What follows belongs to an exercise in optimizing a design on an open flow for small area; a production flow would make more cautious choices.
Only simulation tests tie the RTL to the original design; equivalence was not proved.
Power is estimated from default activity; no workload was simulated.

### flow/design.v
module drc_tx_engine (
    input  wire        clk,
    input  wire        rst,
    input  wire        enable,
    input  wire        cfg_we,
    input  wire [4:0]  cfg_addr,
    input  wire [31:0] cfg_wdata,
    input  wire        send,
    input  wire        force_stop,
    input  wire [1:0]  flag_clr,
    output wire        tx_valid,
    output wire [7:0]  tx_data,
    input  wire        tx_ready,
    output wire        host_busy,
    output reg         host_done,
    output wire        halt_busy,
    output reg         abort,
    output reg         fstop_drop
);
    localparam [7:0] SOP   = 8'h8D;
    localparam [7:0] EOP   = 8'hD8;
    localparam [7:0] ESC   = 8'hAB;
    localparam [7:0] XMASK = 8'h88;
    localparam [4:0] F_CHK = 5'd30;
    localparam [4:0] F_EOP = 5'd31;
    reg [8*23-1:0] hd;           
    reg [4:0]      hd_last;      
    reg [8*15-1:0] ld;           
    reg [3:0]      ld_last;      
    reg            armed;
    wire [31:0] wd = cfg_wdata & {32{~rst}};
    wire [4:0]  h_lastw = rst ? 5'd6 : (cfg_wdata[8:0] > 9'd16) ? 5'd22 : cfg_wdata[4:0] + 5'd6;
    wire [3:0]  l_lastw = rst ? 4'd6 : (cfg_wdata[3:0] > 4'd8)  ? 4'd14 : cfg_wdata[3:0] + 4'd6;
    wire a0 = rst | (cfg_we & (cfg_addr == 5'd0));
    wire a1 = rst | (cfg_we & (cfg_addr == 5'd1));
    wire a2 = rst | (cfg_we & (cfg_addr == 5'd2));
    wire a3 = rst | (cfg_we & (cfg_addr == 5'd3));
    wire a4 = rst | (cfg_we & (cfg_addr == 5'd4));
    wire a5 = rst | (cfg_we & (cfg_addr == 5'd5));
    always @(posedge clk) begin
        if (a0) begin
            hd[0*8 +: 8] <= wd[7:0];
            hd[3*8 +: 8] <= wd[15:8];
            hd[4*8 +: 8] <= wd[23:16];
            hd[5*8 +: 8] <= wd[31:24];
        end
        if (a1) begin
            hd[1*8 +: 8] <= wd[7:0];
            hd[2*8 +: 8] <= wd[15:8];
            hd[6*8 +: 8] <= wd[23:16];
        end
        if (a2) hd_last <= h_lastw;
        if (a3) begin
            ld[0*8 +: 8] <= wd[7:0];
            ld[3*8 +: 8] <= wd[15:8];
            ld[4*8 +: 8] <= wd[23:16];
            ld[5*8 +: 8] <= wd[31:24];
        end
        if (a4) begin
            ld[1*8 +: 8] <= wd[7:0];
            ld[2*8 +: 8] <= wd[15:8];
            ld[6*8 +: 8] <= wd[23:16];
        end
        if (a5) begin
            ld_last <= l_lastw;
            armed   <= wd[31];
        end
    end
    genvar g;
    generate
        for (g = 0; g < 8; g = g + 1) begin : g_lp
            always @(posedge clk)
                if (rst | (cfg_we & (cfg_addr == 5'd8 + g)))
                    ld[(7+g)*8 +: 8] <= wd[7:0];
        end
        for (g = 0; g < 16; g = g + 1) begin : g_hp
            always @(posedge clk)
                if (rst | (cfg_we & (cfg_addr == 5'd16 + g)))
                    hd[(7+g)*8 +: 8] <= wd[7:0];
        end
    endgenerate
    reg            hq_valid, lq_valid;
    reg            act_h, act_l;       
    reg [8*23-1:0] hs;                 
    reg [4:0]      hs_last;
    reg [8*15-1:0] lq;                 
    reg [3:0]      lq_last;
    reg [8*15-1:0] ls;                 
    reg [3:0]      ls_last;
    reg [4:0] fld;                     
    reg       esc_2nd;
    reg [7:0] acc;                     
    reg       fs_q;
    wire idle = ~act_h & ~act_l;
    assign tx_valid  = enable & (act_h | act_l | hq_valid | lq_valid);
    assign host_busy = hq_valid | act_h;
    assign halt_busy = lq_valid | act_l;
    wire xfer     = tx_valid & tx_ready;
    wire start    = xfer & idle;
    wire start_lq = start & lq_valid;
    wire admit    = send & enable & ~host_busy;
    wire fs_edge  = force_stop & ~fs_q;
    wire halt_go  = fs_edge & enable & armed;
    wire lq_load  = halt_go & ~lq_valid;
    wire [7:0] hb = hs[fld*8 +: 8];
    wire [7:0] lb = ls[fld*8 +: 8];
    wire       is_eop = (fld == F_EOP);
    wire       is_chk = (fld == F_CHK);
    wire [7:0] cur_b  = is_chk ? ~acc : (act_l ? lb : hb);
    wire       cur_spec = (cur_b == SOP) || (cur_b == EOP) || (cur_b == ESC);
    assign tx_data = idle    ? SOP :
                     is_eop  ? EOP :
                     esc_2nd ? (cur_b ^ XMASK) :
                     cur_spec ? ESC : cur_b;
    wire [7:0] flags = act_l ? ls[7:0] : hs[7:0];
    wire [4:0] last  = act_l ? {1'b0, ls_last} : hs_last;
    reg [4:0] nfld;
    always @* begin
        case (fld)
            5'd0:    nfld = flags[4] ? 5'd1 : flags[5] ? 5'd2 : 5'd3;
            5'd1:    nfld = flags[5] ? 5'd2 : 5'd3;
            5'd5:    nfld = flags[0] ? 5'd6 : (last == 5'd6) ? F_CHK : 5'd7;
            F_CHK:   nfld = F_EOP;
            default: nfld = (fld >= 5'd6 && fld == last) ? F_CHK : fld + 5'd1;
        endcase
    end
    wire body    = xfer & ~idle & ~is_eop;
    wire advance = body & ~(cur_spec & ~esc_2nd);
    wire fin     = xfer & ~idle & is_eop;
    always @(posedge clk)
        fs_q <= force_stop;
    always @(posedge clk) begin
        if (rst) begin
            hq_valid   <= 1'b0;
            lq_valid   <= 1'b0;
            act_h      <= 1'b0;
            act_l      <= 1'b0;
            host_done  <= 1'b0;
            abort      <= 1'b0;
            fstop_drop <= 1'b0;
        end else begin
            host_done <= fin & act_h;
            if (flag_clr[0]) abort      <= 1'b0;
            if (flag_clr[1]) fstop_drop <= 1'b0;
            if (fs_edge) begin
                abort <= 1'b1;
                if (!halt_go) fstop_drop <= 1'b1;
            end
            if (start & ~lq_valid) hq_valid <= 1'b0;
            if (admit)             hq_valid <= 1'b1;
            if (start_lq)          lq_valid <= 1'b0;
            if (lq_load)           lq_valid <= 1'b1;
            if (start) begin
                act_h <= ~lq_valid;
                act_l <= lq_valid;
            end else if (fin) begin
                act_h <= 1'b0;
                act_l <= 1'b0;
            end
        end
    end
    always @(posedge clk) begin
        if (start) begin
            fld     <= 5'd0;
            esc_2nd <= 1'b0;
            acc     <= 8'd0;
        end else if (body) begin
            esc_2nd <= ~advance;
            if (advance) begin
                fld <= nfld;
                acc <= acc + cur_b;
            end
        end
    end
    always @(posedge clk) begin
        if (admit) begin
            hs      <= hd;
            hs_last <= hd_last;
        end
        if (lq_load) begin
            lq      <= ld;
            lq_last <= ld_last;
        end
        if (start_lq) begin
            ls      <= lq;
            ls_last <= lq_last;
        end
    end
endmodule
### flow/run.sh
#!/bin/bash
# synth_recipe.tcl (not shown) runs the flow's synth.tcl, then flattens the netlist and writes it again
# the make line also repeats each setting of config.mk as NAME=value (left out here)
make -C /OpenROAD-flow-scripts/flow DESIGN_CONFIG=/design/flow/config.mk WORK_HOME=/design/flow/orfs CLKGATE_MAP_FILE= SYNTH_SCRIPT=/design/flow/synth_recipe.tcl finish
### flow/config.mk
export PLATFORM = sky130hd
export DESIGN_NAME = drc_tx_engine
export DESIGN_NICKNAME = drc_tx_engine
export VERILOG_FILES = /design/flow/design.v
export SDC_FILE = /design/flow/constraint.sdc
export NUM_CORES = 4
export LEC_CHECK = 0
export CAP_MARGIN = 20
export CORE_MARGIN = 2
export CORE_UTILIZATION = 60
export CTS_BUF_LIST = sky130_fd_sc_hd__clkbuf_8
export CTS_CLUSTER_SIZE = 30
export SLEW_MARGIN = 20
### flow/constraint.sdc
create_clock -name core_clock -period 40.0 [get_ports {clk}]
set_input_delay 8.0000 -clock core_clock [delete_from_list [all_inputs] [get_ports {clk}]]
set_output_delay 8.0000 -clock core_clock [all_outputs]
set_load 0.01 [all_outputs]
==> impl_metrics.env, run 1 <==
export IMPL_post_cts_buffers=0
export IMPL_crit_fanout=4
export IMPL_final_cells=2246
export IMPL_first_global_vias=13213
export IMPL_synth_area_leaders="edfxtp_1 (81%), mux2i_1 (3.4%), mux4_2 (2.3%)"
export IMPL_setup_viol=0
export IMPL_cap_violations=0
export IMPL_synth_most_common_cell="edfxtp_1"
export IMPL_p_leak_nw=10.3
export IMPL_nets=1608
export IMPL_whs_ns=0.405
export IMPL_placeableCoreArea_sq_mm=0.0463
export IMPL_synth_top_area_cell="edfxtp_1"
export IMPL_htree_levels=3
export IMPL_antenna_found_initial=2
export IMPL_nFillCells=3126
export IMPL_grt_ovfl_total=0
export IMPL_cpMostUsedCell="clkdlybuf4s50_1"
export IMPL_required_ns=32.00
export IMPL_arrival_ns=9.24
export IMPL_start_kind="primary input"
export IMPL_clock_latency_ns=0.72
export IMPL_vias=12896
export IMPL_peakVddDrop_mv=0.0391
export IMPL_yosysWarnings=1
export IMPL_hold_class="reg -> reg"
export IMPL_die_w_um=220
export IMPL_post_place_ws_ns=22.76
export IMPL_synth_top_area_share_pct=80.7
export IMPL_die_y_um=220
export IMPL_cts_resized=0
export IMPL_period_needed_ns=17.24
export IMPL_power_mw=1.62
export IMPL_avgViaCountPerCell=5.74
export IMPL_path_cells="clkdlybuf4s50_1, o21a_1, clkdlybuf4s50_1"
export IMPL_finalCritPeriodShare_pct=43.1
export IMPL_max_slew_margin_pct=24.4
export IMPL_syn_inst=1404
export IMPL_routedWlPerCell_um=24.2
export IMPL_clock_path_buffers=3
export IMPL_initial_core_util_pct=60.4
export IMPL_grt_use_met3_pct=5.80
export IMPL_clk_pin_slew_ns=0.06
export IMPL_grtUsageTotal_pct=23.3
export IMPL_busiest_layer="met2"
export IMPL_slew_violations=0
export IMPL_numPortBuffers=59
export IMPL_tritoncts="built"
export IMPL_skew_ns=0.0370
export IMPL_root_buffer="clkbuf_8"
export IMPL_holdBufCountCts=0
export IMPL_gp_congestion=0.828
export IMPL_drt_total_wl_mm=54.3
export IMPL_finalSetupTns_ns=0
export IMPL_ys_seq_area_share_pct=82.3
export IMPL_yosysUniqueCellTypes=76
export IMPL_dr_pass1_iters=5
export IMPL_synthArstFlopShare_pct=0
export IMPL_status="complete, no violations"
export IMPL_met2_usage_pct=37.4
export IMPL_rsz0062_at_grt="false"
export IMPL_regArea_sq_mm=0.0230
export IMPL_cts_buffers=117
export IMPL_cpMaxStageDelayCell="clkdlybuf4s50_1"
export IMPL_hpwlAfterDp_mm=31.5
export IMPL_placementRows=79
export IMPL_tightest_slew_ns=1.13
export IMPL_ant_nets=0
export IMPL_areaGrowthSynthToFinish_pct=11.9
export IMPL_path_class="in -> out"
export IMPL_cellPowerDensity_mw_per_mm2=51.7
export IMPL_diodes=0
export IMPL_fmax_mhz=58.0
export IMPL_ioPinCount=60
export IMPL_syn_area_per_cell_sq_um=19.9
export IMPL_postLayoutSetupSlackWorst_ns=22.76
export IMPL_cts_sinks=773
export IMPL_synth_common_cells="edfxtp_1 (751), mux2i_1 (94), a21oi_1 (42), nand2_1 (39), nor2_1 (39)"
export IMPL_drc=0
export IMPL_grt_util_met1_pct=31.4
export IMPL_hold_viol_final=0
export IMPL_multi_input_area_sq_mm=0.00456
export IMPL_syn_nets=1465
export IMPL_drive_gt1_share_pct=15.7
export IMPL_synth_edff_count=751
export IMPL_dieArea_sq_mm=0.0483
export IMPL_grt_max_degree=106
export IMPL_synth_seq_cells=773
export IMPL_synth_area_sq_mm=0.0279
export IMPL_synthFlopType="edfxtp_1"
export IMPL_critPathMaxStageDelay_ns=0.54
export IMPL_grt_pass1_wl_mm=79.9
export IMPL_end_kind="primary output"
export IMPL_drt_iter0_markers=1190
export IMPL_dp_cells=2035
==> kinds of logic (layout without fill, tap and decap cells) <==
family	after synthesis	after routing	share of synthesized area (%)
adders and majority gates	15	15	0.699
muxes	129	129	5.91
buffers and inverters	76	311	1.59
AOI/OAI and AO/OA	177	177	4.60
and+or+nand+nor	219	219	4.42
xor gates and xnor gates	15	15	0.470
DFF	773	773	82.3
==> final timing paths <==
kind	endpoint	slack [ns]	from	cells after the start
worst max register to register	acc[7]	34.10	fld[0]	18
worst min-delay path	hs[41]	0.41	hd[41]	0
worst min register to register	hs[41]	0.41	hd[41]	0
worst max-delay path	tx_valid	22.76	enable	3
==> worst max-delay path: cells and delay by family <==
family                 cells  cell delay (ns)
buffers and inverters      2             1.07
AOI/OAI and AO/OA          1             0.18
==> layout by cell type (no fill, tap or decap), drive strengths merged, types with 36 or more instances in the layout <==
master / count
nor2b: 36
a21oi: 43
nand2: 40
inv: 64
clkinv: 44
clkbuf: 122
clkdlybuf4s50: 58
edfxtp: 751
nand3: 37
nor2: 40
mux2i: 94
==> area by class of cell <==
class,count,area share [%]
Tap cell,607,2.43
Multi-Input combinational cell,555,14.6
Inverter,21,0.276
Clock buffer,122,5.37
Clock inverter,89,1.40
Sequential cell,773,73.6
Timing Repair Buffer,79,2.38
==> state kept, by name (all words and copies together), names as in the netlist, 4 cells and up <==
| name | flops |
|---|---|
| lq_last | 4 |
| hs | 184 |
| ls_last | 4 |
| acc | 8 |
| ls | 120 |
| hs_last | 5 |
| lq | 120 |
| ld_last | 4 |
| hd_last | 5 |
| ld | 120 |
| hd | 184 |
| fld | 5 |
==> report_power, final <==
part / internal (mW) / switching (mW)
Sequential: 0.939 / 0.0119
Combinational: 0.0287 / 0.0560
Clock: 0.295 / 0.284
Total: 1.26 / 0.352
==> routing by layer <==
layer	part of all wire (%)	vias to the layer above
li1	-	5879
met1	42	6566
met2	49	366
met3	6.0	85
met4	2.8	0
met5	0	-
==> metrics by stage <==
stage | util, % | cell area, sq um
6_report | 67.6 | 31300
5_1_grt | 67.6 | 31300
4_1_cts | 67.5 | 31200
3_5_place_dp | 63.0 | 29100
3_3_place_gp | 63.0 | 29100
2_1_floorplan | - | 27900
==> run 2, diff against run 1 <==
--- a/flow/config.mk
+++ b/flow/config.mk
@@ -9,5 +9,3 @@
 export CORE_MARGIN = 2
-export CORE_UTILIZATION = 60
-export CTS_BUF_LIST = sky130_fd_sc_hd__clkbuf_8
-export CTS_CLUSTER_SIZE = 30
+export CORE_UTILIZATION = 40
 export SLEW_MARGIN = 20
==> run 2 against run 1 <==
Sequential power barely moved. Utilization decreased by 21 points. Worst hold slack improved by 0.0038 ns. Total power rose by 10%. Clock power increased by 29%. Die area is 49% higher. Critical endpoint unchanged. Final cell count is 11% higher. Worst setup slack worse by 0.0038 ns. Sequential cell count is the same. Global-route usage shrank 7.9 points. Clock-buffer cell count shrank 29. Still clean. Design area increased by 3.0%.
==> impl_metrics.env, run 2 <==
export IMPL_clock_latency_ns=0.63
export IMPL_synth_fa_ha_area_share_pct=0.699
export IMPL_synth_area_mux_share_pct=5.91
export IMPL_fin_util_pct=46.8
export IMPL_syn_area_per_cell_sq_um=19.9
export IMPL_drt_total_wl_mm=54.9
export IMPL_synth_seq_cells=773
export IMPL_synth_simple_gate_area_share_pct=4.42
export IMPL_vias=12800
export IMPL_hold_viol_final=0
export IMPL_die_w_um=268
export IMPL_antenna_found_initial=0
export IMPL_final_common_cell="edfxtp_1"
export IMPL_cts_resized=0
export IMPL_synthArstFlopShare_pct=0
export IMPL_peakVddDrop_mv=0.0276
export IMPL_ys_seq_area_share_pct=82.3
export IMPL_cts_buffers=78
export IMPL_root_buffer="clkbuf_16"
export IMPL_ioPinCount=60
export IMPL_end_kind="primary output"
export IMPL_whs_ns=0.409
export IMPL_arrival_ns=9.24
export IMPL_htree_levels=3
export IMPL_skew_ns=0.0181
export IMPL_synth_edff_count=751
export IMPL_tritoncts="built"
export IMPL_syn_nets=1465
export IMPL_crit_fanout=4
export IMPL_setup_viol=0
export IMPL_die_y_um=268
export IMPL_rsz0062_at_grt="false"
export IMPL_cap_violations=0
export IMPL_numPortBuffers=59
export IMPL_syn_inst=1404
export IMPL_synth_most_common_cell="edfxtp_1"
export IMPL_synthFlopType="edfxtp_1"
export IMPL_fmax_mhz=58.0
export IMPL_period_needed_ns=17.24
export IMPL_slew_violations=0
export IMPL_synth_area_leaders="edfxtp_1 (81%), mux2i_1 (3.4%), mux4_2 (2.3%)"
export IMPL_finalSetupTns_ns=0
export IMPL_dieArea_sq_mm=0.0720
export IMPL_synth_top_area_cell="edfxtp_1"
export IMPL_drt_iter0_markers=897
export IMPL_max_slew_margin_pct=29.7
export IMPL_drive_gt1_share_pct=14.6
export IMPL_synth_area_sq_mm=0.0279
export IMPL_finalCritPeriodShare_pct=43.1
export IMPL_routedWlPerCell_um=22.0
export IMPL_placementRows=96
export IMPL_initial_core_util_pct=40.6
export IMPL_grt_pass1_wl_mm=81.2
export IMPL_grt_max_degree=103
export IMPL_hold_class="reg -> reg"
export IMPL_required_ns=32.00
export IMPL_clk_pin_slew_ns=0.06
export IMPL_tightest_slew_ns=1.05
export IMPL_placeableCoreArea_sq_mm=0.0688
export IMPL_path_class="in -> out"
export IMPL_grt_ovfl_total=0
export IMPL_areaGrowthSynthToFinish_pct=15.3
export IMPL_post_cts_buffers=0
export IMPL_drc=0
export IMPL_first_global_vias=12830
export IMPL_status="complete, no violations"
export IMPL_nFillCells=5695
export IMPL_synth_compound_area_share_pct=4.60
export IMPL_dr_pass1_iters=6
export IMPL_cts_sinks=773
export IMPL_clock_path_buffers=3
export IMPL_yosysWarnings=1
export IMPL_yosysUniqueCellTypes=76
export IMPL_nets=1567
export IMPL_hpwlAfterDp_mm=32.0
export IMPL_synth_top_family_by_area="multiplexers"
export IMPL_diodes=0
export IMPL_ant_nets=0
export IMPL_grtUsageTotal_pct=15.4
export IMPL_synth_xor_area_share_pct=0.470
export IMPL_avgViaCountPerCell=5.12
export IMPL_synth_top_area_share_pct=80.7
export IMPL_reg_largest_list="hd (184), hs (184)"
export IMPL_final_cell_mix="edfxtp_1 (751), mux2i_1 (94), clkbuf_16 (78), clkdlybuf4s50_1 (58), a21oi_1 (42)"
export IMPL_synth_common_cells="edfxtp_1 (751), mux2i_1 (94), a21oi_1 (42), nand2_1 (39), nor2_1 (39)"
export IMPL_cellPowerDensity_mw_per_mm2=55.4
export IMPL_gp_congestion=0.845
export IMPL_start_kind="primary input"
export IMPL_p_leak_nw=10.3
export IMPL_holdBufCountCts=0
==> run 2: cells by family (layout without fill, tap and decap cells) <==
logic type               count (synthesis)  in the layout
AND/OR/NAND/NOR                        219            219
AO/OA/AOI/OAI                          177            177
XOR/XNOR                                15             15
flip-flops                             773            773
buffers and inverters                   76            243
adder cells (fa/ha/maj)                 15             15
multiplexers                           129            129
==> run 2: layout make-up <==
cell class              instances  area, sq um  area share (%)
flip-flops and latches        773        23000            71.4
inverters                      21         86.3           0.268
clock buffers                  93         2010            6.24
well taps                     931         1160            3.62
multi-input cells             555         4560            14.2
clock inverters                52          653            2.03
repair buffers                 77          731            2.27
==> run 2: per-layer routing <==
layer	wire (um)	share of wire, %	up-vias	track usage [%]
li1	-	-	5801	-
met1	23700	43	6588	20.3
met2	27300	50	332	25.8
met3	2590	4.7	79	2.66
met4	1370	2.5	0	5.39
met5	0	0	-	0
==> run 2: critical path, stage by stage <==
cell	delay, ns
clkdlybuf4s50_1	0.52
o21a_1	0.18
clkdlybuf4s50_1	0.54
==> run 2: final timing paths <==
path	start	end	slack [ns]	cells after the start
worst max-delay path	enable	tx_valid	22.76	3
worst max register to register	act_l	acc[7]	34.59	19
worst min register to register	lq[74]	ls[74]	0.41	0
worst min-delay path	lq[74]	ls[74]	0.41	0
==> run 2: power breakdown <==
part / switching [mW] / internal, mW
registers: 0.0117 / 0.939
clock network: 0.302 / 0.446
logic: 0.0561 / 0.0287
total: 0.370 / 1.41
==> run 2: per-stage QoR <==
stage	worst slack, ns	area, sq um	cells	power [mW]
after global routing	22.69	32200	2502	1.84
after CTS	22.76	32200	2502	1.80
after detailed placement	22.77	29500	2357	1.05
after floorplan	22.68	27900	1404	1.02
after global placement	22.75	29500	2357	1.05
final	22.76	32200	2502	1.78
==> run 3, diff against run 2 <==
--- a/flow/config.mk
+++ b/flow/config.mk
@@ -9,3 +9,6 @@
 export CORE_MARGIN = 2
-export CORE_UTILIZATION = 40
+export CORE_UTILIZATION = 60
+export CTS_BUF_LIST = sky130_fd_sc_hd__clkbuf_4
+export CTS_CLUSTER_DIAMETER = 30
+export CTS_CLUSTER_SIZE = 10
 export SLEW_MARGIN = 20
==> run 3 against run 2 <==
Fmax barely moved. Worst setup slack improved by 0.0038 ns. Worst hold slack got worse by 0.024 ns. Utilization rose by 21 points. Final cell count fell by 8.5%. Sequential share of layout area rose by 2.2 points. Clock power fell by about 20%. Largest cell class unchanged.
==> impl_metrics.env, run 3 <==
export IMPL_status="complete, no violations"
export IMPL_power_mw=1.63
export IMPL_p_leak_nw=10.2
export IMPL_max_slew_margin_pct=27.3
export IMPL_routedWlPerCell_um=23.7
export IMPL_vias=13139
export IMPL_grt_max_degree=106
export IMPL_nets=1629
export IMPL_worstReg2RegStart="fld[0]"
export IMPL_htree_levels=4
export IMPL_synth_top_area_cell="edfxtp_1"
export IMPL_clk_pin_slew_ns=0.10
export IMPL_areaGrowthSynthToFinish_pct=11.9
export IMPL_synth_xor_area_share_pct=0.470
export IMPL_placeableCoreArea_sq_mm=0.0463
export IMPL_start_kind="primary input"
export IMPL_reg_largest_list="hd (184), hs (184)"
export IMPL_synth_top_family_by_area="multiplexers"
export IMPL_drive_gt1_share_pct=20.8
export IMPL_post_cts_buffers=0
export IMPL_ioPinCount=60
export IMPL_hpwlAfterDp_mm=31.5
export IMPL_synth_seq_cells=773
export IMPL_cellPowerDensity_mw_per_mm2=52.3
export IMPL_holdBufCountCts=0
export IMPL_cap_violations=0
export IMPL_synth_fa_ha_area_share_pct=0.699
export IMPL_final_common_cell="edfxtp_1"
export IMPL_synth_compound_area_share_pct=4.60
export IMPL_crit_fanout=4
export IMPL_grt_pass1_wl_mm=80.2
export IMPL_rsz0062_at_grt="false"
export IMPL_final_cell_mix="edfxtp_1 (751), clkbuf_4 (164), mux2i_1 (94), clkdlybuf4s50_1 (58), a21oi_1 (42)"
export IMPL_gp_congestion=0.828
export IMPL_end_kind="primary output"
export IMPL_drt_total_wl_mm=54.3
export IMPL_yosysWarnings=1
export IMPL_arrival_ns=9.24
export IMPL_syn_area_per_cell_sq_um=19.9
export IMPL_drc=0
export IMPL_synthFlopType="edfxtp_1"
export IMPL_root_buffer="clkbuf_4"
export IMPL_drt_iter0_markers=969
export IMPL_die_y_um=220
export IMPL_dr_pass1_iters=7
export IMPL_synth_simple_gate_area_share_pct=4.42
export IMPL_syn_inst=1404
export IMPL_synth_top_area_share_pct=80.7
export IMPL_finalSetupTns_ns=0
export IMPL_period_needed_ns=17.24
export IMPL_fmax_mhz=58.0
export IMPL_first_global_vias=13326
export IMPL_numPortBuffers=59
export IMPL_path_class="in -> out"
export IMPL_syn_nets=1465
export IMPL_slew_violations=0
export IMPL_avgViaCountPerCell=5.74
export IMPL_cp_startpoint="enable"
export IMPL_synth_edff_count=751
export IMPL_yosysUniqueCellTypes=76
export IMPL_grtUsageTotal_pct=23.6
export IMPL_finalCritPeriodShare_pct=43.1
export IMPL_synth_area_leaders="edfxtp_1 (81%), mux2i_1 (3.4%), mux4_2 (2.3%)"
export IMPL_synth_common_cells="edfxtp_1 (751), mux2i_1 (94), a21oi_1 (42), nand2_1 (39), nor2_1 (39)"
export IMPL_dieArea_sq_mm=0.0483
export IMPL_clock_latency_ns=1.00
export IMPL_tightest_slew_ns=1.09
export IMPL_ys_seq_area_share_pct=82.3
export IMPL_placementRows=79
export IMPL_synth_most_common_cell="edfxtp_1"
export IMPL_hold_class="reg -> reg"
export IMPL_clock_path_buffers=3
export IMPL_cts_resized=0
export IMPL_synth_area_sq_mm=0.0279
export IMPL_grt_ovfl_total=0
export IMPL_cts_sinks=773
export IMPL_required_ns=32.00
export IMPL_setup_viol=0
export IMPL_reg2reg_slack_ns=34.08
export IMPL_tritoncts="built"
export IMPL_initial_core_util_pct=60.4
export IMPL_skew_ns=0.0519
export IMPL_synthArstFlopShare_pct=0
export IMPL_cts_buffers=137
export IMPL_antenna_found_initial=3
export IMPL_peakVddDrop_mv=0.0427
export IMPL_hold_viol_final=0
export IMPL_synth_area_mux_share_pct=5.91
export IMPL_hp_start="hd[93]"
export IMPL_die_w_um=220
export IMPL_ant_nets=0
[run 3: cell counts after synthesis]
No cell type changed its count.
[run 3: cell type report]
| type | instances | area, sq um |
|---|---|---|
| sequential | 773 | 23000 |
| fill | 3159 | 15000 |
| multi-input combinational | 555 | 4560 |
| clock buffer | 163 | 1220 |
| clock inverter | 83 | 867 |
| tap | 607 | 759 |
| timing repair buffer | 80 | 751 |
| inverter | 21 | 86.3 |
| antenna | 7 | 17.5 |
[run 3: cells by family (layout without fill, tap and decap cells)]
logic type | Yosys count | after routing
flops | 773 | 773
mux | 129 | 129
simple gates | 219 | 219
compound gates | 177 | 177
fa+ha+maj | 15 | 15
other cells | 0 | 7
buf+inv | 76 | 347
xor+xnor | 15 | 15
[run 3: per-layer routing]
metal | up-vias | track usage, % | wire (um)
li1 | 6012 | - | -
met1 | 6621 | 31.7 | 22900
met2 | 427 | 37.6 | 26700
met3 | 79 | 6.29 | 3320
met4 | 0 | 9.04 | 1260
met5 | - | 0 | 0
[run 3: through the flow]
stage,instances,instance area [sq um],hold WS (ns),worst slack [ns],util [%]
2_1_floorplan,1404,27900,0.400,22.68,-
3_3_place_gp,2035,29100,0.400,22.77,63.0
3_5_place_dp,2035,29100,0.405,22.76,63.0
4_1_cts,2281,31200,0.385,22.76,67.5
5_1_grt,2289,31300,0.397,22.70,67.6
6_report,2289,31300,0.385,22.76,67.6
[run 3: critical path: stages]
cell	delay, ns
clkdlybuf4s50_1	0.53
o21a_1	0.18
clkdlybuf4s50_1	0.54
[run 3: final timing paths]
path                            cells past startpoint  endpoint
worst min register to register                      0    hs[93]
worst min-delay path                                0    hs[93]
worst max register to register                     18    acc[7]
worst max-delay path                                3  tx_valid
[run 3: report_power, final]
group | switching (mW) | total, mW | internal (mW)
sequential | 0.0119 | 0.949 | 0.937
clock | 0.288 | 0.601 | 0.313
combinational | 0.0559 | 0.0846 | 0.0287
total | 0.355 | 1.63 | 1.28
==> run 4, diff against run 3 <==
==> flow/flow/run.sh (new file) <==
#!/bin/bash
# Standard synthesis and layout (standard.sh), with two changes to the clock
# tree and port buffers: no CTS dummy loads, small clock buffers, and the
# smallest buffer on each port. Each step's full output goes to its own log here.
set -euo pipefail
export CTS_ARGS="-sink_clustering_enable -repair_clock_nets -dont_use_dummy_load -buf_list sky130_fd_sc_hd__clkbuf_4 -sink_clustering_size 10 -sink_clustering_max_diameter 30"
export BUFFER_PORTS_ARGS="-buffer_cell sky130_fd_sc_hd__buf_1"
bash standard.sh synth > run_synth.log 2>&1
bash standard.sh > run_layout.log 2>&1
==> flow/standard.sh (new file) <==
#!/bin/bash
# synth_recipe.tcl (not shown) runs the flow's synth.tcl, then flattens the netlist and writes it again
# the make line also repeats each setting of config.mk as NAME=value (left out here)
make -C /OpenROAD-flow-scripts/flow DESIGN_CONFIG=/design/flow/config.mk WORK_HOME=/design/flow/orfs CLKGATE_MAP_FILE= SYNTH_SCRIPT=/design/flow/synth_recipe.tcl "${@:-finish}"
--- a/flow/config.mk
+++ b/flow/config.mk
@@ -10,5 +10,2 @@
 export CORE_UTILIZATION = 60
-export CTS_BUF_LIST = sky130_fd_sc_hd__clkbuf_4
-export CTS_CLUSTER_DIAMETER = 30
-export CTS_CLUSTER_SIZE = 10
 export SLEW_MARGIN = 20
removed: flow/run.sh
==> run 4 against run 3 <==
Critical path depth unchanged. First-iteration DRC count shrank 1.5%. Sequential share of layout area rose by 3.5 points. Sequential cell count stayed put. Global-route usage barely moved. Sequential power hardly changed. Register-to-register slack gained 0.75 ns.
==> impl_metrics.env, run 4 <==
export IMPL_path_class="in -> out"
export IMPL_ant_nets=0
export IMPL_areaGrowthSynthToFinish_pct=6.86
export IMPL_reg2reg_slack_ns=34.83
export IMPL_numPortBuffers=59
export IMPL_drt_iter0_markers=954
export IMPL_p_clk_share_pct=28.1
export IMPL_p_sw_share_pct=21.6
export IMPL_crit_path_end="tx_valid"
export IMPL_clock_path_buffers=3
export IMPL_period_needed_ns=16.48
export IMPL_peakVddDrop_mv=0.0367
export IMPL_yosysUniqueCellTypes=76
export IMPL_drc=0
export IMPL_drive_gt1_share_pct=16.6
export IMPL_cpMaxStageDelayCell="o21a_1"
export IMPL_grt_pass1_wl_mm=79.9
export IMPL_p_seq_share_pct=66.3
export IMPL_die_w_um=220
export IMPL_worstReg2RegStart="act_l"
export IMPL_tightest_slew_ns=1.09
export IMPL_cts_buffers=141
export IMPL_cpMostUsedCell="buf_1"
export IMPL_crit_fanout=4
export IMPL_clock_latency_ns=0.99
export IMPL_dr_pass1_iters=5
export IMPL_root_buffer="clkbuf_4"
export IMPL_placementRows=79
export IMPL_placeableCoreArea_sq_mm=0.0463
export IMPL_synth_most_common_cell="edfxtp_1"
export IMPL_initial_core_util_pct=60.4
export IMPL_first_global_vias=13038
export IMPL_vias=12974
export IMPL_syn_area_per_cell_sq_um=19.9
export IMPL_hold_class="reg -> reg"
export IMPL_start_kind="primary input"
export IMPL_ys_seq_area_share_pct=82.3
export IMPL_antenna_found_initial=3
export IMPL_design_area_sq_mm=0.0298
export IMPL_cp_startpoint="enable"
export IMPL_r2r_end="acc[7]"
export IMPL_power_frac_comb_pct=5.6
export IMPL_final_cells=2182
export IMPL_holdBufCountCts=0
export IMPL_ioPinCount=60
export IMPL_syn_inst=1404
export IMPL_setup_viol=0
export IMPL_end_kind="primary output"
export IMPL_grtUsageTotal_pct=23.6
export IMPL_grt_max_degree=126
export IMPL_postPlaceCellArea_sq_mm=0.0288
export IMPL_tritoncts="built"
export IMPL_synth_area_leaders="edfxtp_1 (81%), mux2i_1 (3.4%), mux4_2 (2.3%)"
export IMPL_whs_ns=0.375
export IMPL_p_sw_mw=0.310
export IMPL_dieArea_sq_mm=0.0483
export IMPL_post_cts_buffers=0
export IMPL_drt_total_wl_mm=54.6
export IMPL_synth_top_area_share_pct=80.7
export IMPL_htree_levels=4
export IMPL_yosysWarnings=1
export IMPL_nFillCells=3243
export IMPL_nets=1632
export IMPL_synth_area_sq_mm=0.0279
export IMPL_path_cells="buf_1, o21a_1, buf_1"
export IMPL_max_slew_margin_pct=27.1
export IMPL_cts_resized=0
export IMPL_hp_start="hd[82]"
export IMPL_critPathMaxStageDelay_ns=0.17
export IMPL_rsz0062_at_grt="false"
export IMPL_hold_viol_final=0
export IMPL_routedWlPerCell_um=25.0
export IMPL_status="complete, no violations"
export IMPL_syn_nets=1465
export IMPL_synth_edff_count=751
export IMPL_synth_common_cells="edfxtp_1 (751), mux2i_1 (94), a21oi_1 (42), nand2_1 (39), nor2_1 (39)"
export IMPL_synthFlopType="edfxtp_1"
export IMPL_required_ns=32.00
export IMPL_avgViaCountPerCell=5.95
export IMPL_final_cell_mix="edfxtp_1 (751), clkbuf_4 (142), mux2i_1 (94), buf_1 (58), a21oi_1 (42)"
export IMPL_slew_violations=0
export IMPL_p_leak_nw=9.52
export IMPL_gp_congestion=0.827
export IMPL_clk_pin_slew_ns=0.09
export IMPL_die_y_um=220
export IMPL_fmax_mhz=60.7
export IMPL_grt_ovfl_total=0
export IMPL_r2r_cells=18
export IMPL_dp_cells=2034
export IMPL_skew_ns=0.108
export IMPL_synthArstFlopShare_pct=0
export IMPL_cts_sinks=773
export IMPL_cap_violations=0
export IMPL_cellPowerDensity_mw_per_mm2=48.1
export IMPL_internal_power_mw=1.12
export IMPL_final_common_cell="edfxtp_1"
export IMPL_finalSetupTns_ns=0
export IMPL_hpwlAfterDp_mm=31.4
export IMPL_synth_seq_cells=773
export IMPL_finalCritPeriodShare_pct=41.2
export IMPL_synth_top_area_cell="edfxtp_1"
export IMPL_arrival_ns=8.48
export IMPL_reg_largest_list="hd (184), hs (184)"
==> run 4: cell types whose count changed in the layout (fill, tap and decap cells not counted), sizes merged <==
cell           previous run  this run
bufinv                   17         0
clkbuf                  164       142
diode                     7         6
buf                      21        78
inv                      25        20
clkdlybuf4s50            58         0
clkinv                   53         1
clkinvlp                  9         0
==> run 4: through the flow <==
stage	total power [mW]	setup slack (ns)	util, %
2_1_floorplan	1.02	22.68	-
3_3_place_gp	1.05	23.53	62.2
3_5_place_dp	1.05	23.53	62.2
4_1_cts	1.45	23.52	64.5
5_1_grt	1.49	23.48	64.5
6_report	1.43	23.52	64.5
==> run 4: kinds of logic (layout without fill, tap and decap cells) <==
kind of cell             after synthesis  count (layout)  synth area share, %
XOR/XNOR                              15              15                0.470
adder cells (fa/ha/maj)               15              15                0.699
buffers and inverters                 76             241                 1.59
flip-flops                           773             773                 82.3
multiplexers                         129             129                 5.91
AND/OR/NAND/NOR                      219             219                 4.42
other                                  0               6                    0
AO/OA/AOI/OAI                        177             177                 4.60
==> run 4: how the worst min path moves through the flow <==
stage / to / depth (start not counted)
3_5_place_dp: hs[106] / 0
4_1_cts: hs[82] / 0
2_1_floorplan: hs[0] / 0
3_3_place_gp: hs[34] / 0
5_1_grt: lq[10] / 0
6_report: hs[82] / 0
==> run 4: final cells by class <==
class	count	area (sq um)	area share, %
clock buffer	141	1060	3.55
antenna	6	15.0	0.0503
sequential	773	23000	77.1
tap	607	759	2.54
multi-input combinational	555	4540	15.2
timing repair buffer	79	385	1.29
inverter	21	86.3	0.289
==> run 4: metal layers <==
layer / GRT usage [%] / wire, um
met1: 32.0 / 23400
met4: 9.51 / 1560
met2: 36.9 / 26300
met5: 0 / 12
met3: 6.46 / 3250
==> run 4: power by group through the flow <==
stage	Combinational, mW	Sequential [mW]	Clock, mW
floorplan	0.0550	0.965	0
global placement	0.0794	0.966	0
detailed placement	0.0806	0.969	0
CTS	0.0808	0.951	0.421
global route	0.0867	0.955	0.453
finish	0.0800	0.951	0.403
==> run 4: critical path, delay by kind of cell <==
| family | cells | cell delay (ns) |
|---|---|---|
| buffers and inverters | 2 | 0.31 |
| AO/OA/AOI/OAI | 1 | 0.17 |
==> run 5, diff against run 4 <==
--- a/flow/flow/run.sh
+++ b/flow/flow/run.sh
@@ -5,3 +5,3 @@
 set -euo pipefail
-export CTS_ARGS="-sink_clustering_enable -repair_clock_nets -dont_use_dummy_load -buf_list sky130_fd_sc_hd__clkbuf_4 -sink_clustering_size 10 -sink_clustering_max_diameter 30"
+export CTS_ARGS="-sink_clustering_enable -repair_clock_nets -dont_use_dummy_load -buf_list sky130_fd_sc_hd__clkbuf_8 -sink_clustering_size 20 -sink_clustering_max_diameter 60"
 export BUFFER_PORTS_ARGS="-buffer_cell sky130_fd_sc_hd__buf_1"
==> run 5 against run 4 <==
Utilization shrank 0.89 points. Worst hold slack better by 0.022 ns. Die area did not move. First-iteration DRC count up 12%. Sequential share of layout area increased by 1.1 points. Routed wire length is 2.1% lower. Critical path type unchanged. Largest power group unchanged. Highest routed layer is now met4.
==> impl_metrics.env, run 5 <==
export IMPL_clock_latency_ns=0.68
export IMPL_drive_gt1_share_pct=11.3
export IMPL_ioPinCount=60
export IMPL_nFillCells=3221
export IMPL_cp_startpoint="enable"
export IMPL_hold_viol_final=0
export IMPL_peakVddDrop_mv=0.0373
export IMPL_crit_family="buffers and inverters"
export IMPL_reg_largest_list="hd (184), hs (184)"
export IMPL_fin_util_pct=63.6
export IMPL_syn_area_per_cell_sq_um=19.9
export IMPL_final_cell_mix="edfxtp_1 (751), mux2i_1 (94), buf_1 (58), clkbuf_8 (48), a21oi_1 (42)"
export IMPL_power_frac_comb_pct=5.9
export IMPL_synth_area_sq_mm=0.0279
export IMPL_grt_use_met3_pct=3.34
export IMPL_dr_pass1_iters=5
export IMPL_htree_levels=2
export IMPL_cts_sinks=773
export IMPL_max_slew_margin_pct=27.1
export IMPL_synth_common_cells="edfxtp_1 (751), mux2i_1 (94), a21oi_1 (42), nand2_1 (39), nor2_1 (39)"
export IMPL_design_area_sq_mm=0.0294
export IMPL_crit_fanout=4
export IMPL_routedWlPerCell_um=25.6
export IMPL_gp_congestion=0.827
export IMPL_ys_seq_area_share_pct=82.3
export IMPL_vias=12452
export IMPL_path_class="in -> out"
export IMPL_p_clk_share_pct=24.0
export IMPL_syn_inst=1404
export IMPL_drt_iter0_markers=1073
export IMPL_arrival_ns=8.48
export IMPL_holdBufCountCts=0
export IMPL_internal_power_mw=1.07
export IMPL_synth_top_area_share_pct=80.7
export IMPL_grt_pass1_wl_mm=78.0
export IMPL_grt_util_met1_pct=32.5
export IMPL_diodes=0
export IMPL_dieArea_sq_mm=0.0483
export IMPL_period_needed_ns=16.48
export IMPL_rsz0062_at_grt="false"
export IMPL_cap_violations=0
export IMPL_r2r_cells=18
export IMPL_cpMostUsedCell="buf_1"
export IMPL_reg2reg_slack_ns=34.87
export IMPL_busiest_layer="met2"
export IMPL_synth_seq_cells=773
export IMPL_grt_max_degree=126
export IMPL_die_y_um=220
export IMPL_start_kind="primary input"
export IMPL_cellPowerDensity_mw_per_mm2=46.1
export IMPL_antenna_found_initial=0
export IMPL_final_common_cell="edfxtp_1"
export IMPL_areaGrowthSynthToFinish_pct=5.38
export IMPL_met2_usage_pct=36.8
export IMPL_yosysUniqueCellTypes=76
export IMPL_fmax_mhz=60.7
export IMPL_yosysWarnings=1
export IMPL_critPathMaxStageDelay_ns=0.17
export IMPL_syn_nets=1465
export IMPL_hp_start="hd[68]"
export IMPL_worst_path_buf_inv=2
export IMPL_grtUsageTotal_pct=22.7
export IMPL_synth_edff_count=751
export IMPL_synthFlopType="edfxtp_1"
export IMPL_initial_core_util_pct=60.4
export IMPL_clock_path_buffers=3
export IMPL_setup_viol=0
export IMPL_hold_class="reg -> reg"
export IMPL_avgViaCountPerCell=5.98
export IMPL_drt_total_wl_mm=53.4
export IMPL_nets=1539
export IMPL_synth_most_common_cell="edfxtp_1"
export IMPL_drc=0
export IMPL_placeableCoreArea_sq_mm=0.0463
export IMPL_cts_resized=0
export IMPL_path_cells="buf_1, o21a_1, buf_1"
export IMPL_post_cts_buffers=0
export IMPL_postPlaceCellArea_sq_mm=0.0288
export IMPL_slew_violations=0
export IMPL_r2r_end="acc[7]"
export IMPL_root_buffer="clkbuf_8"
export IMPL_hold_path_end="hs[68]"
export IMPL_worstReg2RegStart="act_l"
export IMPL_whs_ns=0.397
export IMPL_p_sw_mw=0.285
export IMPL_cpMaxStageDelayCell="o21a_1"
export IMPL_placementRows=79
export IMPL_numPortBuffers=59
export IMPL_end_kind="primary output"
export IMPL_die_w_um=220
export IMPL_tightest_slew_ns=1.09
export IMPL_synthArstFlopShare_pct=0
export IMPL_finalSetupTns_ns=0
export IMPL_finalCritPeriodShare_pct=41.2
export IMPL_cts_buffers=48
export IMPL_synth_area_leaders="edfxtp_1 (81%), mux2i_1 (3.4%), mux4_2 (2.3%)"
export IMPL_clk_pin_slew_ns=0.11
export IMPL_p_sw_share_pct=21.0
export IMPL_tritoncts="built"
export IMPL_p_leak_nw=9.22
export IMPL_synth_top_area_cell="edfxtp_1"
export IMPL_grt_ovfl_total=0
export IMPL_first_global_vias=12312
export IMPL_p_seq_share_pct=70.1
export IMPL_ant_nets=0
export IMPL_skew_ns=0.0699
export IMPL_status="complete, no violations"
export IMPL_hpwlAfterDp_mm=31.4
export IMPL_required_ns=32.00
export IMPL_hold_depth=0
run 5: worst reg2reg max path, delay by kind of cell (launching register included):
family	cells	cell delay (ns)
AO/OA/AOI/OAI	10	1.84
XOR/XNOR	1	0.16
adder cells (fa/ha/maj)	1	0.30
buffers and inverters	2	0.80
flip-flops	1	0.51
AND/OR/NAND/NOR	4	1.46
run 5: worst max path at each step:
stage | to | slack [ns] | depth (start not counted)
after floorplan | lq[0] | 22.68 | 2
after global placement | tx_valid | 23.53 | 3
after detailed placement | tx_valid | 23.53 | 3
after CTS | tx_valid | 23.52 | 3
after global routing | tx_valid | 23.48 | 3
final | tx_valid | 23.52 | 3
run 5: area by class of cell:
type                       count  area, sq um  area share (%)
tap                          607          759            2.58
sequential                   773        23000            78.1
clock buffer                  48          661            2.24
timing repair buffer          79          385            1.31
inverter                      21         86.3           0.293
multi-input combinational    555         4540            15.4
run 5: per-stage QoR:
step                      worst slack, ns  std cells  total power [mW]
after floorplan                     22.68       1404              1.02
after CTS                           23.52       2082              1.37
final                               23.52       2083              1.36
after detailed placement            23.53       2034              1.05
after global routing                23.48       2083              1.40
after global placement              23.53       2034              1.05
run 5: power groups by stage:
stage	sequential [mW]	combinational [mW]	clock (mW)
2_1_floorplan	0.965	0.0550	0
3_3_place_gp	0.966	0.0794	0
3_5_place_dp	0.969	0.0806	0
4_1_cts	0.951	0.0809	0.339
5_1_grt	0.954	0.0867	0.363
6_report	0.950	0.0797	0.326
run 5: logic make-up (layout without fill, tap and decap cells):
kind of cell               count (synthesis)  count (layout)  share of synthesized area (%)
AOI/OAI and AO/OA                        177             177                           4.60
buffers and inverters                     76             148                           1.59
DFF                                      773             773                           82.3
xor gates and xnor gates                  15              15                          0.470
adders and majority gates                 15              15                          0.699
muxes                                    129             129                           5.91
and+or+nand+nor                          219             219                           4.42
run 5: routing by layer:
metal,vias to the layer above,wire (um)
li1,5636,-
met1,6402,23300
met2,344,26000
met3,70,2820
met4,0,1360
met5,-,0
==> run 6, diff against run 5 <==
--- a/flow/design.v
+++ b/flow/design.v
@@ -30,3 +30,3 @@
     reg            armed;
-    wire [31:0] wd = cfg_wdata & {32{~rst}};
+    wire [31:0] wd = ~(cfg_wdata & {32{~rst}});
     wire [4:0]  h_lastw = rst ? 5'd6 : (cfg_wdata[8:0] > 9'd16) ? 5'd22 : cfg_wdata[4:0] + 5'd6;
@@ -65,3 +65,3 @@
             ld_last <= l_lastw;
-            armed   <= wd[31];
+            armed   <= ~wd[31];
         end
@@ -104,7 +104,30 @@
     wire lq_load  = halt_go & ~lq_valid;
-    wire [7:0] hb = hs[fld*8 +: 8];
-    wire [7:0] lb = ls[fld*8 +: 8];
     wire       is_eop = (fld == F_EOP);
     wire       is_chk = (fld == F_CHK);
-    wire [7:0] cur_b  = is_chk ? ~acc : (act_l ? lb : hb);
+    wire [38:0]     rsel;
+    wire [39*8-1:0] rdat = {acc, ls, hs};           
+    genvar j, b;
+    generate
+        for (j = 0; j < 23; j = j + 1) begin : g_hsel
+            assign rsel[j] = ~act_l & (fld == j);
+        end
+        for (j = 0; j < 15; j = j + 1) begin : g_lsel
+            assign rsel[23+j] = act_l & (fld == j);
+        end
+    endgenerate
+    assign rsel[38] = is_chk;
+    wire [7:0] cur_b;
+    generate
+        for (b = 0; b < 8; b = b + 1) begin : g_rbit
+            wire [12:0] t;
+            for (j = 0; j < 13; j = j + 1) begin : g_ao
+                drc_ao222i u_ao (
+                    .a1(rdat[(3*j)*8+b]),   .a2(rsel[3*j]),
+                    .b1(rdat[(3*j+1)*8+b]), .b2(rsel[3*j+1]),
+                    .c1(rdat[(3*j+2)*8+b]), .c2(rsel[3*j+2]),
+                    .y(t[j]));
+            end
+            assign cur_b[b] = &t;
+        end
+    endgenerate
     wire       cur_spec = (cur_b == SOP) || (cur_b == EOP) || (cur_b == ESC);
@@ -114,3 +137,3 @@
                      cur_spec ? ESC : cur_b;
-    wire [7:0] flags = act_l ? ls[7:0] : hs[7:0];
+    wire [7:0] flags = ~(act_l ? ls[7:0] : hs[7:0]);
     wire [4:0] last  = act_l ? {1'b0, ls_last} : hs_last;
@@ -126,2 +149,11 @@
     end
+    wire [7:0] acc_sum;
+    wire [8:1] acc_c;
+    drc_ha u_ha (.a(acc[0]), .b(cur_b[0]), .s(acc_sum[0]), .co(acc_c[1]));
+    generate
+        for (b = 1; b < 8; b = b + 1) begin : g_add
+            drc_fa u_fa (.a(acc[b]), .b(cur_b[b]), .ci(acc_c[b]),
+                         .s(acc_sum[b]), .co(acc_c[b+1]));
+        end
+    endgenerate
     wire body    = xfer & ~idle & ~is_eop;
@@ -170,3 +202,3 @@
                 fld <= nfld;
-                acc <= acc + cur_b;
+                acc <= acc_sum;
             end
@@ -189 +221,21 @@
 endmodule
+module drc_ao222i (
+    input  wire a1, a2, b1, b2, c1, c2,
+    output wire y
+);
+    assign y = ~((a1 & a2) | (b1 & b2) | (c1 & c2));
+endmodule
+module drc_fa (
+    input  wire a, b, ci,
+    output wire s, co
+);
+    assign s  = a ^ b ^ ci;
+    assign co = (a & b) | (ci & (a ^ b));
+endmodule
+module drc_ha (
+    input  wire a, b,
+    output wire s, co
+);
+    assign s  = a ^ b;
+    assign co = a & b;
+endmodule
--- a/flow/flow/run.sh
+++ b/flow/flow/run.sh
@@ -5,3 +5,3 @@
 set -euo pipefail
-export CTS_ARGS="-sink_clustering_enable -repair_clock_nets -dont_use_dummy_load -buf_list sky130_fd_sc_hd__clkbuf_8 -sink_clustering_size 20 -sink_clustering_max_diameter 60"
+export CTS_ARGS="-sink_clustering_enable -repair_clock_nets -dont_use_dummy_load -buf_list sky130_fd_sc_hd__clkbuf_16 -sink_clustering_size 32 -sink_clustering_max_diameter 60"
 export BUFFER_PORTS_ARGS="-buffer_cell sky130_fd_sc_hd__buf_1"
--- a/flow/config.mk
+++ b/flow/config.mk
@@ -11 +11,3 @@
 export SLEW_MARGIN = 20
+export SYNTH_HIERARCHICAL = 1
+export SYNTH_MINIMUM_KEEP_SIZE = 0
==> run 6 against run 5 <==
Synthesized cell count fell by 9.5%. Critical path type unchanged. Critical path depth did not move. Worst hold slack got worse by 0.0097 ns. Sequential cell count did not move. Sequential share of layout area rose by 2.1 points. First-iteration DRC count rose by 40%. Clock power rose by 26%. Utilization rose by 1.6 points.
==> impl_metrics.env, run 6 <==
export IMPL_period_needed_ns=16.54
export IMPL_tritoncts="built"
export IMPL_final_common_cell="edfxtp_1"
export IMPL_required_ns=32.00
export IMPL_post_cts_buffers=0
export IMPL_status="complete, no violations"
export IMPL_clock_latency_ns=0.60
export IMPL_cellPowerDensity_mw_per_mm2=50.5
export IMPL_cts_sinks=773
export IMPL_synth_edff_count=751
export IMPL_r2r_end="acc[7]"
export IMPL_synth_most_common_cell="edfxtp_1"
export IMPL_peakVddDrop_mv=0.0357
export IMPL_die_y_um=214
export IMPL_finalSetupTns_ns=0
export IMPL_synth_top_area_cell="edfxtp_1"
export IMPL_antenna_found_initial=2
export IMPL_gp_congestion=0.920
export IMPL_grt_pass1_wl_mm=78.5
export IMPL_reg_largest_list="hd (184), hs (184)"
export IMPL_dieArea_sq_mm=0.0460
export IMPL_initial_core_util_pct=60.4
export IMPL_finalCritPeriodShare_pct=41.3
export IMPL_placeableCoreArea_sq_mm=0.0439
export IMPL_final_cell_mix="edfxtp_1 (751), a222oi_1 (104), buf_1 (58), nor2_1 (54), clkbuf_16 (42)"
export IMPL_end_kind="primary output"
export IMPL_ioPinCount=60
export IMPL_cap_violations=0
export IMPL_synth_common_cells="edfxtp_1 (751), a222oi_1 (104), nor2_1 (54), nand2b_1 (42), nand2_1 (33)"
export IMPL_hold_class="reg -> reg"
export IMPL_grt_ovfl_total=0
export IMPL_final_cells=1962
export IMPL_arrival_ns=8.54
export IMPL_syn_inst=1270
export IMPL_synthArstFlopShare_pct=0
export IMPL_yosysWarnings=7
export IMPL_design_area_sq_mm=0.0287
export IMPL_setup_viol=0
export IMPL_clock_path_buffers=3
export IMPL_areaGrowthSynthToFinish_pct=7.90
export IMPL_power_mw=1.45
export IMPL_placementRows=77
export IMPL_die_w_um=214
export IMPL_dp_cells=1918
export IMPL_routedWlPerCell_um=27.3
export IMPL_avgViaCountPerCell=6.25
export IMPL_syn_area_per_cell_sq_um=20.9
export IMPL_whs_ns=0.388
export IMPL_numPortBuffers=59
export IMPL_holdBufCountCts=0
export IMPL_grt_max_degree=82
export IMPL_worstReg2RegStart="fld[0]"
export IMPL_ant_nets=0
export IMPL_rsz0062_at_grt="false"
export IMPL_drt_total_wl_mm=53.6
export IMPL_cts_resized=0
export IMPL_cts_buffers=42
export IMPL_drt_iter0_markers=1503
export IMPL_crit_fanout=4
export IMPL_synthFlopType="edfxtp_1"
export IMPL_path_class="in -> out"
export IMPL_first_global_vias=11970
export IMPL_skew_ns=0.0601
export IMPL_crit_path_end="tx_valid"
export IMPL_vias=12257
export IMPL_slew_violations=0
export IMPL_synth_seq_cells=773
export IMPL_reg2reg_slack_ns=33.79
export IMPL_clk_pin_slew_ns=0.09
export IMPL_ys_seq_area_share_pct=86.6
export IMPL_max_slew_margin_pct=18.1
export IMPL_r2r_cells=16
export IMPL_root_buffer="clkbuf_16"
export IMPL_start_kind="primary input"
export IMPL_cp_startpoint="enable"
export IMPL_hold_viol_final=0
export IMPL_nets=1433
export IMPL_synth_area_sq_mm=0.0266
export IMPL_dr_pass1_iters=9
export IMPL_synth_area_leaders="edfxtp_1 (85%), a222oi_1 (3.9%), dfxtp_1 (1.7%)"
export IMPL_hpwlAfterDp_mm=35.0
export IMPL_postPlaceCellArea_sq_mm=0.0276
export IMPL_tightest_slew_ns=1.23
export IMPL_fmax_mhz=60.5
export IMPL_p_leak_nw=9.24
export IMPL_yosysUniqueCellTypes=57
export IMPL_synth_top_area_share_pct=84.9
export IMPL_htree_levels=2
export IMPL_grtUsageTotal_pct=23.8
export IMPL_drive_gt1_share_pct=6.50
export IMPL_syn_nets=1332
export IMPL_drc=0
## run 6: worst min-delay path by stage
stage | startpoint | endpoint | slack, ns | cells past startpoint
after floorplan | hd[0] | hs[0] | 0.40 | 0
after global placement | ld[89] | lq[89] | 0.40 | 0
after detailed placement | hd[110] | hs[110] | 0.40 | 0
after CTS | ld[94] | lq[94] | 0.39 | 0
after global routing | hd[145] | hs[145] | 0.39 | 0
final | ld[94] | lq[94] | 0.39 | 0
## run 6: critical path: stages
cell	delay, ns
buf_1	0.16
o31a_1	0.21
buf_1	0.16
## run 6: modules after synthesis, one instance, submodules excluded
module	copies in the design	area, sq um	flops+latches	cells inside
drc_tx_engine	1	25400	773	1158
drc_fa	7	20.0	0	1
drc_ha	1	12.5	0	1
drc_ao222i	104	10.0	0	1
## run 6: layer usage
| metal | routed length (um) | vias to the layer above | global-route usage [%] | part of all wire, % |
|---|---|---|---|---|
| li1 | - | 5433 | - | - |
| met3 | 3460 | 79 | 3.59 | 6.5 |
| met5 | 0 | - | 0 | 0 |
| met4 | 1210 | 0 | 6.32 | 2.3 |
| met1 | 22900 | 6309 | 34.6 | 43 |
| met2 | 26100 | 436 | 38.5 | 49 |
## run 6: logic make-up after synthesis
family,Yosys count,share of synthesized area [%]
compound gates,185,6.08
simple gates,234,5.01
fa+ha+maj,16,0.952
buf+inv,42,0.636
xor+xnor,5,0.165
mux,15,0.570
flops,773,86.6
## run 6: area by class of cell
class                      count  area (sq um)
fill                        3049         15300
antenna                        1          2.50
multi-input combinational    455          3410
timing repair buffer          79           373
tap                          592           741
inverter                      20          80.1
clock buffer                  42          1050
sequential                   773         23000
## run 6: stage by stage
step	utilization, %	worst slack [ns]
after floorplan	-	22.68
after global placement	62.8	23.51
after detailed placement	62.8	23.46
after CTS	65.2	23.46
after global routing	65.2	23.40
final	65.2	23.46
## run 6: where the power goes
group / switching, mW / internal, mW
clock network: 0.225 / 0.187
registers: 0.0127 / 0.938
logic: 0.0620 / 0.0229
==> run 7, diff against run 6 <==
--- a/flow/flow/run.sh
+++ b/flow/flow/run.sh
@@ -5,3 +5,3 @@
 set -euo pipefail
-export CTS_ARGS="-sink_clustering_enable -repair_clock_nets -dont_use_dummy_load -buf_list sky130_fd_sc_hd__clkbuf_16 -sink_clustering_size 32 -sink_clustering_max_diameter 60"
+export CTS_ARGS="-sink_clustering_enable -repair_clock_nets -dont_use_dummy_load -buf_list sky130_fd_sc_hd__clkbuf_8 -sink_clustering_size 20 -sink_clustering_max_diameter 40"
 export BUFFER_PORTS_ARGS="-buffer_cell sky130_fd_sc_hd__buf_1"
==> run 7 against run 6 <==
Still clean. Clock skew grew 0.0083 ns. Worst hold slack got worse by 0.0088 ns. Non-clock buffer count is the same. Critical path type unchanged. Largest cell class unchanged.
==> impl_metrics.env, run 7 <==
export IMPL_clock_path_buffers=3
export IMPL_crit_fanout=4
export IMPL_initial_core_util_pct=60.4
export IMPL_synthArstFlopShare_pct=0
export IMPL_grt_ovfl_total=0
export IMPL_dr_pass1_iters=8
export IMPL_first_global_vias=12354
export IMPL_final_common_cell="edfxtp_1"
export IMPL_cap_violations=0
export IMPL_yosysUniqueCellTypes=57
export IMPL_yosysWarnings=7
export IMPL_cts_resized=0
export IMPL_peakVddDrop_mv=0.0363
export IMPL_end_kind="primary output"
export IMPL_max_slew_margin_pct=14.9
export IMPL_synth_seq_cells=773
export IMPL_syn_inst=1270
export IMPL_slew_violations=0
export IMPL_syn_nets=1332
export IMPL_hold_viol_final=0
export IMPL_clock_latency_ns=0.67
export IMPL_nFillCells=3037
export IMPL_cts_sinks=773
export IMPL_cts_buffers=82
export IMPL_placeableCoreArea_sq_mm=0.0439
export IMPL_avgViaCountPerCell=6.20
export IMPL_clk_pin_slew_ns=0.09
export IMPL_vias=12414
export IMPL_synth_top_area_share_pct=84.9
export IMPL_synth_area_leaders="edfxtp_1 (85%), a222oi_1 (3.9%), dfxtp_1 (1.7%)"
export IMPL_synthFlopType="edfxtp_1"
export IMPL_final_cell_mix="edfxtp_1 (751), a222oi_1 (104), clkbuf_8 (82), buf_1 (58), nor2_1 (54)"
export IMPL_grt_pass1_wl_mm=79.3
export IMPL_path_class="in -> out"
export IMPL_synth_common_cells="edfxtp_1 (751), a222oi_1 (104), nor2_1 (54), nand2b_1 (42), nand2_1 (33)"
export IMPL_synth_most_common_cell="edfxtp_1"
export IMPL_status="complete, no violations"
export IMPL_arrival_ns=8.53
export IMPL_nets=1473
export IMPL_numPortBuffers=59
export IMPL_tightest_slew_ns=1.28
export IMPL_synth_top_area_cell="edfxtp_1"
export IMPL_antenna_found_initial=3
export IMPL_gp_congestion=0.920
export IMPL_synth_area_sq_mm=0.0266
export IMPL_reg_largest_list="hd (184), hs (184)"
export IMPL_finalSetupTns_ns=0
export IMPL_syn_area_per_cell_sq_um=20.9
export IMPL_dp_cells=1918
export IMPL_drt_iter0_markers=1731
export IMPL_skew_ns=0.0684
export IMPL_cellPowerDensity_mw_per_mm2=50.5
export IMPL_ant_nets=0
export IMPL_start_kind="primary input"
export IMPL_root_buffer="clkbuf_8"
export IMPL_design_area_sq_mm=0.0287
export IMPL_power_mw=1.45
export IMPL_die_y_um=214
export IMPL_die_w_um=214
export IMPL_final_cells=2003
export IMPL_fmax_mhz=60.5
export IMPL_dieArea_sq_mm=0.0460
export IMPL_finalCritPeriodShare_pct=41.3
export IMPL_grt_max_degree=82
export IMPL_required_ns=32.00
export IMPL_routedWlPerCell_um=27.1
export IMPL_post_cts_buffers=0
export IMPL_grtUsageTotal_pct=24.2
export IMPL_rsz0062_at_grt="false"
export IMPL_period_needed_ns=16.53
export IMPL_drive_gt1_share_pct=9.16
export IMPL_holdBufCountCts=0
export IMPL_setup_viol=0
export IMPL_ys_seq_area_share_pct=86.6
export IMPL_hold_class="reg -> reg"
export IMPL_p_leak_nw=9.32
export IMPL_synth_edff_count=751
export IMPL_postPlaceCellArea_sq_mm=0.0276
export IMPL_whs_ns=0.379
export IMPL_drc=0
export IMPL_placementRows=77
export IMPL_areaGrowthSynthToFinish_pct=8.20
export IMPL_tritoncts="built"
export IMPL_htree_levels=3
export IMPL_drt_total_wl_mm=54.3
export IMPL_ioPinCount=60
export IMPL_hpwlAfterDp_mm=35.0
[run 7: stage by stage]
stage,setup slack (ns),utilization (%)
after CTS,23.46,65.4
after global routing,23.40,65.4
after floorplan,22.68,-
after global placement,23.51,62.8
final,23.47,65.4
after detailed placement,23.46,62.8
[run 7: final cells by class]
| cell class | instances | area [sq um] | area share [%] |
|---|---|---|---|
| multi-input combinational | 455 | 3410 | 11.9 |
| inverter | 20 | 80.1 | 0.279 |
| antenna | 2 | 5.00 | 0.0174 |
| clock buffer | 82 | 1130 | 3.93 |
| timing repair buffer | 79 | 373 | 1.30 |
| sequential | 773 | 23000 | 80.0 |
| tap | 592 | 741 | 2.58 |
[run 7: logic make-up (layout without fill, tap and decap cells)]
group / count (synthesis) / in the layout / share of synthesized area, %
AO/OA/AOI/OAI: 185 / 185 / 6.08
flip-flops: 773 / 773 / 86.6
XOR/XNOR: 5 / 5 / 0.165
multiplexers: 15 / 15 / 0.570
other: 0 / 2 / 0
buffers and inverters: 42 / 181 / 0.636
adder cells (fa/ha/maj): 16 / 16 / 0.952
AND/OR/NAND/NOR: 234 / 234 / 5.01
[run 7: routing by layer]
| layer | track usage, % | wire length [um] | part of all wire [%] |
|---|---|---|---|
| met1 | 34.5 | 22700 | 42 |
| met2 | 38.5 | 26200 | 48 |
| met3 | 4.87 | 3850 | 7.1 |
| met4 | 7.27 | 1420 | 2.6 |
| met5 | 0 | 0 | 0 |
[run 7: power breakdown]
group          internal (mW)  total [mW]  switching [mW]
clock network          0.182       0.414           0.232
logic                 0.0229      0.0846          0.0618
registers              0.939       0.951          0.0127
[run 7: worst max-delay path: stages]
cell    delay [ns]
buf_1         0.16
o31a_1        0.21
buf_1         0.16
[run 7: worst paths after layout]
check | startpoint | to | slack (ns) | cells after the start
hold reg to reg | hd[64] | hs[64] | 0.38 | 0
setup reg to reg | fld[0] | acc[7] | 33.75 | 16
setup / recovery | enable | tx_valid | 23.47 | 3
hold / removal | hd[64] | hs[64] | 0.38 | 0
[run 7: modules after synthesis (local to each module, per instance)]
module,cell area (sq um),flip-flops and latches,copies in the design
drc_tx_engine,25400,773,1
drc_fa,20.0,0,7
drc_ha,12.5,0,1
drc_ao222i,10.0,0,104
==> run 8, diff against run 7 <==
--- a/flow/flow/run.sh
+++ b/flow/flow/run.sh
@@ -5,3 +5,3 @@
 set -euo pipefail
-export CTS_ARGS="-sink_clustering_enable -repair_clock_nets -dont_use_dummy_load -buf_list sky130_fd_sc_hd__clkbuf_8 -sink_clustering_size 20 -sink_clustering_max_diameter 40"
+export CTS_ARGS="-sink_clustering_enable -repair_clock_nets -dont_use_dummy_load -buf_list sky130_fd_sc_hd__clkbuf_8 -sink_clustering_size 16 -sink_clustering_max_diameter 50"
 export BUFFER_PORTS_ARGS="-buffer_cell sky130_fd_sc_hd__buf_1"
==> run 8 against run 7 <==
Still clean. Clock power fell by 15%. Sequential cell count unchanged. Clock-buffer cell count is 23 lower. Clock skew is 0.00084 ns lower. Design area decreased by 1.1%. Global-route usage fell by 0.27 points. Non-clock buffer count unchanged. Utilization decreased by 0.73 points. Total power down 4.3%. Die area is the same. Fmax barely moved. Synthesized area is the same. Critical endpoint unchanged. Largest power group unchanged.
==> impl_metrics.env, run 8 <==
export IMPL_drc=0
export IMPL_hold_depth=0
export IMPL_whs_ns=0.384
export IMPL_clock_path_buffers=3
export IMPL_drt_iter0_markers=1580
export IMPL_synth_top_area_share_pct=84.9
export IMPL_fmax_mhz=60.5
export IMPL_cellPowerDensity_mw_per_mm2=48.9
export IMPL_cts_buffers=59
export IMPL_end_kind="primary output"
export IMPL_clock_latency_ns=0.69
export IMPL_grtUsageTotal_pct=23.9
export IMPL_synthFlopType="edfxtp_1"
export IMPL_tritoncts="built"
export IMPL_finalCritPeriodShare_pct=41.3
export IMPL_cts_resized=0
export IMPL_hold_viol_final=0
export IMPL_nFillCells=3081
export IMPL_htree_levels=2
export IMPL_ant_nets=0
export IMPL_cap_violations=0
export IMPL_synth_common_cells="edfxtp_1 (751), a222oi_1 (104), nor2_1 (54), nand2b_1 (42), nand2_1 (33)"
export IMPL_die_w_um=214
export IMPL_placementRows=77
export IMPL_grt_max_degree=82
export IMPL_avgViaCountPerCell=6.21
export IMPL_reg_largest_list="hd (184), hs (184)"
export IMPL_drt_total_wl_mm=54.1
export IMPL_numPortBuffers=59
export IMPL_syn_area_per_cell_sq_um=20.9
export IMPL_skew_ns=0.0676
export IMPL_dr_pass1_iters=8
export IMPL_required_ns=32.00
export IMPL_path_class="in -> out"
export IMPL_gp_congestion=0.920
export IMPL_tightest_slew_ns=1.23
export IMPL_synth_most_common_cell="edfxtp_1"
export IMPL_r2r_cells=16
export IMPL_grt_pass1_wl_mm=78.9
export IMPL_syn_nets=1332
export IMPL_synthArstFlopShare_pct=0
export IMPL_holdBufCountCts=0
export IMPL_setup_viol=0
export IMPL_status="complete, no violations"
export IMPL_power_mw=1.39
export IMPL_dieArea_sq_mm=0.0460
export IMPL_post_cts_buffers=0
export IMPL_slew_violations=0
export IMPL_peakVddDrop_mv=0.0381
export IMPL_worstReg2RegStart="fld[0]"
export IMPL_ys_seq_area_share_pct=86.6
export IMPL_yosysUniqueCellTypes=57
export IMPL_hold_path_end="lq[117]"
export IMPL_initial_core_util_pct=60.4
export IMPL_period_needed_ns=16.53
export IMPL_synth_edff_count=751
export IMPL_clk_pin_slew_ns=0.09
export IMPL_die_y_um=214
export IMPL_start_kind="primary input"
export IMPL_drive_gt1_share_pct=7.65
export IMPL_syn_inst=1270
export IMPL_antenna_found_initial=2
export IMPL_final_cell_mix="edfxtp_1 (751), a222oi_1 (104), clkbuf_8 (59), buf_1 (58), nor2_1 (54)"
export IMPL_nets=1450
export IMPL_synth_seq_cells=773
export IMPL_r2r_end="acc[7]"
export IMPL_reg2reg_slack_ns=33.66
export IMPL_vias=12291
export IMPL_routedWlPerCell_um=27.3
export IMPL_grt_ovfl_total=0
export IMPL_placeableCoreArea_sq_mm=0.0439
## run 8: logic make-up after synthesis
logic type | after synthesis | synth area share, %
compound gates | 185 | 6.08
xor+xnor | 5 | 0.165
fa+ha+maj | 16 | 0.952
buf+inv | 42 | 0.636
flops | 773 | 86.6
mux | 15 | 0.570
simple gates | 234 | 5.01
## run 8: per-layer routing
metal	part of all wire, %	vias to the layer above	GRT usage (%)
li1	-	5447	-
met1	42	6306	34.3
met2	49	450	38.6
met3	6.8	88	4.16
met4	2.5	0	6.85
met5	0	-	0
## run 8: how the worst max path moves through the flow
stage                           from       end  slack (ns)  cells past startpoint
final                         enable  tx_valid       23.47                      3
after global routing          enable  tx_valid       23.40                      3
after detailed placement      enable  tx_valid       23.46                      3
after CTS                     enable  tx_valid       23.46                      3
after global placement        enable  tx_valid       23.51                      3
after floorplan           force_stop     lq[0]       22.68                      2
## run 8: Yosys stat by module (local to each module, per instance)
module | cells | flops+latches | area [sq um]
drc_ao222i | 1 | 0 | 10.0
drc_fa | 1 | 0 | 20.0
drc_ha | 1 | 0 | 12.5
drc_tx_engine | 1158 | 773 | 25400
## run 8: area by class of cell
type,count,area [sq um],area share (%)
Sequential cell,773,23000,80.9
Multi-Input combinational cell,455,3410,12.0
Antenna cell,1,2.50,0.00881
Inverter,20,80.1,0.282
Clock buffer,59,812,2.86
Timing Repair Buffer,79,373,1.31
Tap cell,592,741,2.61
## run 8: critical path: stages
cell and delay [ns]:
buf_1 0.16, o31a_1 0.21, buf_1 0.16
## run 8: metrics by stage
step / instances / instance area [sq um] / utilization (%) / worst slack, ns
final: 1979 / 28400 / 64.7 / 23.47
after floorplan: 1270 / 26600 / - / 22.68
after detailed placement: 1918 / 27600 / 62.8 / 23.46
after global placement: 1918 / 27600 / 62.8 / 23.51
after global routing: 1979 / 28400 / 64.7 / 23.40
after CTS: 1977 / 28400 / 64.7 / 23.46
## run 8: where the power goes
group | switching, mW | internal (mW)
Clock | 0.222 | 0.131
Combinational | 0.0615 | 0.0229
Sequential | 0.0127 | 0.938
Total | 0.296 | 1.09

Re-timed with assumed drivers on the ports (clkbuf_16 on the clock, buf_2 on other inputs), run 8 has 23.448 ns of setup slack against 23.470 ns with ideal ports, and 23.448 ns once port delays also move by the mid clock arrival of 0.713 ns.
